From an optimization exercise on the open Yosys and OpenROAD flow, aimed at small area; shortcuts taken in it are not production practice.
In this exercise RTL edits were held to simulation tests only and were not proved equivalent to the original.
The flow treats the clock pin as an ideal source. Dropping or thinning the clock tree relies on that and would not hold on a real chip.
Power and IR drop assume default switching activity.

==> onyx: inputs <==
==> flow/design.v <==
module ws_core (
    input  wire       clk,
    input  wire       rst,
    input  wire [2:0] pins,
    input  wire       adc_eoc,
    input  wire [7:0] adc_drl,
    input  wire [7:0] adc_drh,
    output reg        adc_ch,
    output reg        adc_en,
    output wire       adc_start,
    input  wire       bus_valid,
    input  wire [2:0] bus_op,
    input  wire [7:0] bus_data,
    output reg  [7:0] bus_rdata,
    output reg        bus_rvalid,
    output wire       host_ready
);
    localparam [13:0] T_LOAD = 14'h0001;    
    localparam [13:0] T_END  = 14'h1fd0;    
    reg  [2:0]  sync1, sync2, port;
    reg         ev_rtc, ev_rain, ev_wind;   
    reg  [13:0] timer;
    reg         running;
    reg         ready;
    reg         seq_a, seq_b;               
    reg  [15:0] rain, wind;
    reg  [9:0]  uv, dir;
    reg         rcode;
    reg  [2:0]  cmd;                        
    reg         pend;
    reg  [1:0]  phase;                      
    reg  [7:0]  tx0;
    reg         aa;
    reg  [7:0]  t_rl;
    reg  [15:0] t_w;
    reg  [9:0]  t_d, t_u;
    reg  [3:0]  cur;
    reg         a1, a8;
    wire ex      = pend;
    wire c1      = ex && cmd == 3'd1;
    wire c2      = ex && cmd == 3'd2;
    wire c3      = ex && cmd == 3'd3;
    wire c4      = ex && cmd == 3'd4;
    wire c5      = ex && cmd == 3'd5;
    wire cs      = c2 || ev_rtc;                    
    wire run_m   = cs || running;
    wire expire  = running && timer == T_END;
    wire en_m    = cs || adc_en;
    wire ch_m    = !cs && adc_ch;
    wire done    = adc_eoc && en_m;
    wire [9:0] adc_value = {adc_drh[1:0], adc_drl};
    wire srx     = phase[0];
    wire stx     = phase == 2'b10;
    wire b_start = bus_valid && bus_op == 3'd0;
    wire b_write = bus_valid && bus_op == 3'd1;
    wire b_read  = bus_valid && bus_op == 3'd2;
    wire b_nack  = bus_valid && bus_op == 3'd3;
    wire b_stop  = bus_valid && bus_op == 3'd4;
    wire b_berr  = bus_valid && bus_op == 3'd5;
    wire match   = bus_data[7:1] == 7'h50;
    wire deliver = (a8 && !cur[3]) || (a1 && !cur[0]);
    reg  [15:0] rain_inc, wind_inc;
    reg  [16:0] rain_c, wind_c;
    reg  [3:0]  cur_inc;
    reg  [4:0]  cur_c;
    integer i;
    always @* begin
        rain_c[0] = ev_rain;
        wind_c[0] = ev_wind && run_m;
        cur_c[0]  = 1'b1;
        for (i = 0; i < 16; i = i + 1) begin
            rain_inc[i]  = rain[i] ^ rain_c[i];
            rain_c[i+1]  = rain[i] & rain_c[i];
            wind_inc[i]  = wind[i] ^ wind_c[i];
            wind_c[i+1]  = wind[i] & wind_c[i];
        end
        for (i = 0; i < 4; i = i + 1) begin
            cur_inc[i]   = cur[i] ^ cur_c[i];
            cur_c[i+1]   = cur[i] & cur_c[i];
        end
    end
    wire [9:0] adc_d = rst ? 10'd0 : adc_value;
    always @(posedge clk) begin
        if (rst || (done && !ch_m)) uv  <= adc_d;
        if (rst || (done && ch_m))  dir <= adc_d;
    end
    always @(posedge clk) begin
        sync1 <= pins;
        sync2 <= sync1;
        port  <= sync2;
    end
    always @(posedge clk) begin
        timer <= cs ? T_LOAD : {timer[12:0], timer[13] ^ timer[0]};
    end
    always @(posedge clk) begin
        if (rst) begin
            ev_rtc  <= 1'b0;
            ev_rain <= 1'b0;
            ev_wind <= 1'b0;
        end else begin
            ev_rtc  <= port[0] && !sync2[0];
            ev_rain <= !port[1] && sync2[1];
            ev_wind <= !port[2] && sync2[2];
        end
    end
    always @(posedge clk) begin
        if (rst) begin
            running <= 1'b0;
            ready   <= 1'b0;
        end else begin
            running <= cs || (running && !expire);
            ready   <= !cs && (ready || expire);
        end
    end
    always @(posedge clk) begin
        if (rst) begin
            adc_en <= 1'b0;
            adc_ch <= 1'b0;
            seq_a  <= 1'b0;
            seq_b  <= 1'b0;
        end else begin
            adc_en <= en_m && !(done && ch_m);
            adc_ch <= ch_m || done;
            if (cs || (done && !ch_m)) begin
                seq_a <= 1'b1;
                seq_b <= 1'b1;
            end else begin
                seq_a <= !seq_a && seq_b;
                seq_b <= seq_a && seq_b;
            end
        end
    end
    always @(posedge clk) begin
        if (rst) begin
            rain <= 16'd0;
            wind <= 16'd0;
        end else begin
            rain <= c5 ? {15'd0, ev_rain} : rain_inc;
            wind <= cs ? {15'd0, ev_wind} : wind_inc;
        end
    end
    always @(posedge clk) begin
        if (rst) begin
            rcode <= 1'b1;
            cmd   <= 3'd0;
            pend  <= 1'b0;
            phase <= 2'b00;
            a1    <= 1'b0;
            a8    <= 1'b0;
            bus_rvalid <= 1'b0;
        end else begin
            if (c1) rcode <= 1'b0;
            if (b_write && phase == 2'b01)
                cmd <= (bus_data[7:3] == 5'd0) ? bus_data[2:0] : 3'd0;
            pend <= b_stop && srx;
            if (b_start)
                phase <= match ? (bus_data[0] ? 2'b10 : 2'b01) : 2'b00;
            else if (b_write && phase == 2'b01)
                phase <= 2'b11;
            else if (b_stop || b_berr || (b_nack && stx))
                phase <= 2'b00;
            if (ex) begin
                a1 <= c1 || c4;
                a8 <= c3;
            end
            bus_rvalid <= b_read && stx;
        end
    end
    always @(posedge clk) begin
        if (c1)
            tx0 <= {7'd0, rcode};
        else if (c4)
            tx0 <= {7'd0, ready};
        else if (c3)
            tx0 <= ready ? rain[15:8] : 8'hAA;
        if (c3) begin
            aa <= !ready;
            if (ready) begin
                t_rl <= rain[7:0];
                t_w  <= wind;
                t_d  <= dir;
                t_u  <= uv;
            end
        end
        if (!stx || b_start)
            cur <= 4'd0;
        else if (b_read)
            cur <= deliver ? cur_inc : 4'd15;
    end
    wire [7:0] sel;
    genvar k;
    generate for (k = 0; k < 8; k = k + 1) begin : g_sel
        assign sel[k] = cur[2:0] == k;
    end endgenerate
    wire [7:0] snap_byte = ({8{sel[2]}} & t_rl) | ({8{sel[3]}} & t_w[15:8]) | ({8{sel[4]}} & t_w[7:0])
                         | ({8{sel[5]}} & {6'd0, t_d[9:8]}) | ({8{sel[6]}} & t_d[7:0])
                         | ({8{sel[7]}} & {6'd0, t_u[9:8]}) | ({8{sel[0]}} & t_u[7:0]);
    wire rd_ff  = cur[3] && cur[0];
    wire rd_aa  = aa && !sel[1];
    always @* begin
        bus_rdata = {8{bus_rvalid}} & ({8{rd_ff}} | ({8{rd_aa}} & 8'hAA) | ({8{sel[1]}} & tx0) | ({8{!aa}} & snap_byte));
    end
    assign adc_start  = seq_a;
    assign host_ready = ready;
endmodule
==> flow/flow/run.sh <==
#!/bin/bash
# Standard ORFS layout with minimum-size port buffers and a hand-built
# two-level clock tree (flow/clock_tree.tcl, run as the CTS step's pre-hook).
set -euo pipefail
here=$(pwd)
bash standard.sh \
  "BUFFER_PORTS_ARGS=-buffer_cell sky130_fd_sc_hd__buf_1" \
  "PRE_CTS_TCL=$here/flow/clock_tree.tcl" \
  finish > flow.log 2>&1
==> flow/flow/clock_tree.tcl <==
# Hand-built clock tree: the clock port drives one root buffer (or, without a
# root, the leaf buffers directly), and each leaf buffer feeds one cluster of
# registers. Clusters come from recursive median bisection of the register
# positions (along the longer side each time), so they are equal in size and
# compact; the leaf buffers sit at their cluster's centre.
proc ctree_bisect { sinks nparts } {
  if {$nparts <= 1} { return [list $sinks] }
  set xs {}; set ys {}
  foreach s $sinks { lappend xs [lindex $s 1]; lappend ys [lindex $s 2] }
  set w [expr {[tcl::mathfunc::max {*}$xs] - [tcl::mathfunc::min {*}$xs]}]
  set h [expr {[tcl::mathfunc::max {*}$ys] - [tcl::mathfunc::min {*}$ys]}]
  set idx [expr {$w >= $h ? 1 : 2}]
  set sorted [lsort -real -index $idx $sinks]
  set na [expr {$nparts / 2}]
  set cut [expr {int(round(double([llength $sinks]) * $na / $nparts))}]
  return [concat [ctree_bisect [lrange $sorted 0 [expr {$cut - 1}]] $na] \
                 [ctree_bisect [lrange $sorted $cut end] [expr {$nparts - $na}]]]
}

proc build_clock_tree { nleaf master_name {root_name ""} } {
  set block [ord::get_db_block]
  set clknet [$block findNet clk]
  set master [[ord::get_db] findMaster $master_name]
  set sinks0 [$clknet getITerms]
  set sinks {}
  foreach it $sinks0 {
    set bb [[$it getInst] getBBox]
    lappend sinks [list $it [expr {([$bb xMin] + [$bb xMax]) / 2.0}] [expr {([$bb yMin] + [$bb yMax]) / 2.0}]]
  }
  set k 0
  set sizes {}
  foreach grp [ctree_bisect $sinks $nleaf] {
    set buf [odb::dbInst_create $block $master "clkbuf_leaf_$k"]
    set net [odb::dbNet_create $block "clknet_leaf_$k"]
    $net setSigType CLOCK
    [$buf findITerm A] connect $clknet
    [$buf findITerm X] connect $net
    set sx 0.0; set sy 0.0
    foreach s $grp {
      set it [lindex $s 0]
      $it disconnect
      $it connect $net
      set sx [expr {$sx + [lindex $s 1]}]; set sy [expr {$sy + [lindex $s 2]}]
    }
    set n [llength $grp]
    $buf setLocation [expr {int($sx / $n)}] [expr {int($sy / $n)}]
    $buf setPlacementStatus PLACED
    lappend sizes $n
    incr k
  }
  if {$root_name ne ""} {
    # one root buffer between the clock port and the leaf buffers, at their centre
    set rmaster [[ord::get_db] findMaster $root_name]
    set root [odb::dbInst_create $block $rmaster "clkbuf_root"]
    set rnet [odb::dbNet_create $block "clknet_root"]
    $rnet setSigType CLOCK
    set sx 0.0; set sy 0.0; set nl 0
    foreach it [$clknet getITerms] {
      set inst [$it getInst]
      $it disconnect
      $it connect $rnet
      set loc [$inst getLocation]
      set sx [expr {$sx + [lindex $loc 0]}]; set sy [expr {$sy + [lindex $loc 1]}]; incr nl
    }
    [$root findITerm A] connect $clknet
    [$root findITerm X] connect $rnet
    $root setLocation [expr {int($sx / $nl)}] [expr {int($sy / $nl)}]
    $root setPlacementStatus PLACED
  }
  puts "manual clock tree: [llength $sinks] sinks, $nleaf leaf buffers ($master_name), cluster sizes $sizes"
}

# Build the tree before ORFS's CTS step, which then only marks the clocks as
# propagated: the leaf clusters are already balanced.
build_clock_tree 8 sky130_fd_sc_hd__clkbuf_8 sky130_fd_sc_hd__clkbuf_4
rename clock_tree_synthesis triton_clock_tree_synthesis
proc clock_tree_synthesis { args } {
  set_propagated_clock [all_clocks]
}
==> flow/standard.sh <==
#!/bin/bash
# synth_recipe.tcl (not shown) runs the flow's synth.tcl, then flattens the netlist and writes it again
# the make line also repeats each setting of config.mk as NAME=value (left out here)
make -C /OpenROAD-flow-scripts/flow DESIGN_CONFIG=/design/flow/config.mk WORK_HOME=/design/flow/orfs CLKGATE_MAP_FILE= SYNTH_SCRIPT=/design/flow/synth_recipe.tcl "${@:-finish}"
==> flow/config.mk <==
export PLATFORM = sky130hd
export DESIGN_NAME = ws_core
export DESIGN_NICKNAME = ws_core
export VERILOG_FILES = /design/flow/design.v
export SDC_FILE = /design/flow/constraint.sdc
export NUM_CORES = 4
export LEC_CHECK = 0
export CAP_MARGIN = 0
export CORE_MARGIN = 2
export CORE_UTILIZATION = 40
export SLEW_MARGIN = 0
==> flow/constraint.sdc <==
create_clock -name core_clock -period 10.0 [get_ports {clk}]
set_input_delay 2.0000 -clock core_clock [delete_from_list [all_inputs] [get_ports {clk}]]
set_output_delay 2.0000 -clock core_clock [all_outputs]
set_load 0.01 [all_outputs]
==> quartz: changes against onyx <==
==> flow/flow/run.sh (replaced) <==
#!/bin/bash
# Standard ORFS layout with minimum-size port buffers, a hand-built two-level
# clock tree (flow/clock_tree.tcl, run as the CTS step's pre-hook) and power
# recovery (gate downsizing) after global routing, followed by a design-rule
# repair (flow/post_grt.tcl).
set -euo pipefail
here=$(pwd)
bash standard.sh \
  "BUFFER_PORTS_ARGS=-buffer_cell sky130_fd_sc_hd__buf_1" \
  "PRE_CTS_TCL=$here/flow/clock_tree.tcl" \
  "RECOVER_POWER=100" \
  "POST_GLOBAL_ROUTE_TCL=$here/flow/post_grt.tcl" \
  finish > flow.log 2>&1
--- a/flow/flow/clock_tree.tcl
+++ b/flow/flow/clock_tree.tcl
@@ -1,8 +1,6 @@
-# Hand-built clock tree: the clock port drives one root buffer (or, without a
-# root, the leaf buffers directly), and each leaf buffer feeds one cluster of
-# registers. Clusters come from recursive median bisection of the register
-# positions (along the longer side each time), so they are equal in size and
-# compact; the leaf buffers sit at their cluster's centre.
+# Manual clock tree: the clock port drives a few clock buffers directly, each
+# feeding one cluster of registers. Clusters come from recursive median
+# bisection of the register positions (along the longer side each time).
 proc ctree_bisect { sinks nparts } {
   if {$nparts <= 1} { return [list $sinks] }
   set xs {}; set ys {}
@@ -72,7 +70,7 @@
 
 # Build the tree before ORFS's CTS step, which then only marks the clocks as
 # propagated: the leaf clusters are already balanced.
-build_clock_tree 8 sky130_fd_sc_hd__clkbuf_8 sky130_fd_sc_hd__clkbuf_4
+build_clock_tree 8 sky130_fd_sc_hd__clkbuf_8 sky130_fd_sc_hd__clkbuf_8
 rename clock_tree_synthesis triton_clock_tree_synthesis
 proc clock_tree_synthesis { args } {
   set_propagated_clock [all_clocks]
==> flow/flow/post_grt.tcl (new file) <==
# Power recovery (RECOVER_POWER) downsizes gates that have timing slack; fix
# any slew or capacitance limit this breaks, then route the changed nets.
log_cmd estimate_parasitics -global_routing
log_cmd global_route -start_incremental
repair_design_helper
log_cmd detailed_placement
log_cmd global_route -end_incremental
- CAP_MARGIN: 0 -> 20
- SLEW_MARGIN: 0 -> 20
==> juniper: changes against onyx <==
==> flow/flow/run.sh (replaced) <==
#!/bin/bash
# The standard ORFS layout, with three changes:
#  - synthesis maps the logic with an area-oriented ABC script
#    (flow/abc_area.script, used in place of ORFS's abc_speed.script; the rest
#    of the synthesis, including its registers, is the standard one);
#  - the port buffers are minimum size;
#  - a hand-built two-level clock tree (flow/clock_tree.tcl, run as the CTS
#    step's pre-hook).
# Each step's full log is under orfs/logs; make's output is in synth.log and
# flow.log here.
set -euo pipefail
here=$(pwd)
rm -rf "$here/orfs_scripts"
cp -r "$FLOW_HOME/scripts" "$here/orfs_scripts"
cp "$here/flow/abc_area.script" "$here/orfs_scripts/abc_speed.script"
bash standard.sh "SCRIPTS_DIR=$here/orfs_scripts" synth > synth.log 2>&1
bash standard.sh \
  "BUFFER_PORTS_ARGS=-buffer_cell sky130_fd_sc_hd__buf_1" \
  "PRE_CTS_TCL=$here/flow/clock_tree.tcl" \
  finish > flow.log 2>&1
==> flow/flow/abc_area.script (new file) <==
strash
&get -n
&fraig -x
&put
dc2
dc2
strash
&get -n
&dch -f
&nf -R 1000
&put
==> yarrow: changes against onyx <==
--- a/flow/design.v
+++ b/flow/design.v
@@ -79,11 +79,6 @@
             cur_c[i+1]   = cur[i] & cur_c[i];
         end
     end
-    wire [9:0] adc_d = rst ? 10'd0 : adc_value;
-    always @(posedge clk) begin
-        if (rst || (done && !ch_m)) uv  <= adc_d;
-        if (rst || (done && ch_m))  dir <= adc_d;
-    end
     always @(posedge clk) begin
         sync1 <= pins;
         sync2 <= sync1;
@@ -134,9 +129,13 @@
         if (rst) begin
             rain <= 16'd0;
             wind <= 16'd0;
+            uv   <= 10'd0;
+            dir  <= 10'd0;
         end else begin
             rain <= c5 ? {15'd0, ev_rain} : rain_inc;
             wind <= cs ? {15'd0, ev_wind} : wind_inc;
+            if (done && !ch_m) uv  <= adc_value;
+            if (done && ch_m)  dir <= adc_value;
         end
     end
     always @(posedge clk) begin
==> flow/flow/run.sh (replaced) <==
#!/bin/bash
# The standard ORFS layout, with three changes:
#  - synthesis maps the logic with an area-oriented ABC script
#    (flow/abc_area.script, used in place of ORFS's abc_speed.script) and
#    leaves adders to ABC instead of mapping them to half/full-adder cells
#    first (ADDER_MAP_FILE empty); the rest of the synthesis, including its
#    registers, is the standard one;
#  - the port buffers are minimum size;
#  - a hand-built two-level clock tree (flow/clock_tree.tcl, run as the CTS
#    step's pre-hook).
# Each step's full log is under orfs/logs; make's output is in synth.log and
# flow.log here.
set -euo pipefail
here=$(pwd)
rm -rf "$here/orfs_scripts"
cp -r "$FLOW_HOME/scripts" "$here/orfs_scripts"
cp "$here/flow/abc_area.script" "$here/orfs_scripts/abc_speed.script"
bash standard.sh "SCRIPTS_DIR=$here/orfs_scripts" "ADDER_MAP_FILE=" synth > synth.log 2>&1
bash standard.sh \
  "BUFFER_PORTS_ARGS=-buffer_cell sky130_fd_sc_hd__buf_1" \
  "PRE_CTS_TCL=$here/flow/clock_tree.tcl" \
  finish > flow.log 2>&1
==> flow/flow/abc_area.script (new file) <==
strash
&get -n
&fraig -x
&put
dc2
dc2
strash
&get -n
&deepsyn -T 90
&put
dc2
strash
&get -n
&deepsyn -T 90
&dch -f
&nf -R 1000
&put
--- a/flow/flow/clock_tree.tcl
+++ b/flow/flow/clock_tree.tcl
@@ -72,7 +72,7 @@
 
 # Build the tree before ORFS's CTS step, which then only marks the clocks as
 # propagated: the leaf clusters are already balanced.
-build_clock_tree 8 sky130_fd_sc_hd__clkbuf_8 sky130_fd_sc_hd__clkbuf_4
+build_clock_tree 9 sky130_fd_sc_hd__buf_6 sky130_fd_sc_hd__clkbuf_4
 rename clock_tree_synthesis triton_clock_tree_synthesis
 proc clock_tree_synthesis { args } {
   set_propagated_clock [all_clocks]
==> results.txt <==
Result of the run: yarrow complete, no violations; quartz complete, no violations; juniper complete, no violations; onyx complete, no violations
Setup Crit Path Kind: yarrow in -> reg; quartz reg -> out; juniper reg -> out; onyx reg -> out
Power Combinational: yarrow 33.9 uW; quartz 36.6 uW; juniper 34.7 uW; onyx 37.3 uW
Area delta synth->final: yarrow 9.778%; quartz 8.005%; juniper 9.283%; onyx 7.786%
Post-synthesis compound-gate area fraction: yarrow 14.65%; quartz 10.02%; juniper 8.715%; onyx 10.02%
Post-Place Cell Area: yarrow 5578 sq um; quartz 6055 sq um; juniper 5907 sq um; onyx 6048 sq um
Critical Path Start: yarrow rst; quartz cur[2]; juniper cur[0]; onyx cur[2]
Synthesized-area fraction occupied by xor and xnor cells: yarrow 0.3380%; quartz 0.6124%; juniper 0.6355%; onyx 0.6124%
Global Route met2 Usage: yarrow 23.18%; quartz 22.29%; juniper 23.14%; onyx 22.12%
Post-Syn Nets: yarrow 477; quartz 526; juniper 496; onyx 526
Wire length of the first global-routing pass: yarrow 16.85 mm; quartz 16.08 mm; juniper 16.31 mm; onyx 16.34 mm
Register area: yarrow 3483 sq um; quartz 3684 sq um; juniper 3684 sq um; onyx 3684 sq um
Capture point of the worst path: yarrow uv[4]; quartz bus_rdata[0]; juniper bus_rdata[6]; onyx bus_rdata[0]
Launching element type of the critical path: yarrow input pin; quartz register; juniper register; onyx register
Met2 wire len: yarrow 4.465 mm; quartz 4.582 mm; juniper 4.598 mm; onyx 4.603 mm
Power density normalized to cell area: yarrow 164.2 nW/um^2; quartz 156.5 nW/um^2; juniper 158.8 nW/um^2; onyx 156.3 nW/um^2
Number of inserted filler cells in the final layout: yarrow 1243; quartz 1263; juniper 1262; onyx 1285
Placeable Area: yarrow 12620 sq um; quartz 13930 sq um; juniper 13350 sq um; onyx 13930 sq um
Vias in the first global route: yarrow 3339; quartz 3253; juniper 3253; onyx 3251
Final WS setup: yarrow 5.378 ns; quartz 5.487 ns; juniper 4.833 ns; onyx 5.427 ns
Average wire per standard cell: yarrow 15.23 um; quartz 15.02 um; juniper 15.25 um; onyx 14.98 um
Synth Instances: yarrow 443; quartz 456; juniper 426; onyx 456
Portion of synthesized cell area occupied by the leading cell type: yarrow 40.56%; quartz 34.65%; juniper 35.95%; onyx 34.65%
Peak fanout along the critical path: yarrow 21; quartz 22; juniper 10; onyx 22
Power in sequential cells: yarrow 662 uW; quartz 680 uW; juniper 680 uW; onyx 680 uW
Clock Power: yarrow 239 uW; quartz 250 uW; juniper 242 uW; onyx 246 uW
Share of the core filled with cells in the final layout: yarrow 45.08%; quartz 44.34%; juniper 45.14%; onyx 44.25%
In every run of this note, the design's own scripts or RTL, not TritonCTS, make the clock network.

## static timing again, ports no longer ideal
Ports are ideal in the flow. The routed layouts listed here were re-timed in OpenROAD.
Step 1, drivers: a clkbuf_16 drives clk and a buf_2 each remaining input, both assumed.
Step 2 moves the port delays by t, midway between the first and last clock arrival at a register: inputs arrive t later, outputs are due t later. That takes back most of the time a late clock gives input paths.
Slacks: ideal ports / drivers / drivers and shift; pairs: ideal ports / drivers.
| run | t (ns) | slack for setup (ns) | worst setup path at the end | worst slew at a driven data input, ns | cell pins on the clock port's net |
|---|---|---|---|---|---|
| onyx | 0.508 | 5.427 / 5.396 / 5.734 | register to register | 0.04 | 1 |
| quartz | 0.418 | 5.487 / 5.453 / 5.674 | register to register | 0.04 | 1 |
| juniper | 0.506 | 4.833 / 4.802 / 5.308 | register to output | 0.04 | 1 |
| yarrow | 0.487 | 5.378 / 5.387 / 4.900 | input to register | 0.03 | 1 |
After both steps setup and hold are still met in every run listed. For yarrow, which loses most, drivers alone change the setup slack by +0.009 ns; drivers and shift together by -0.478 ns.
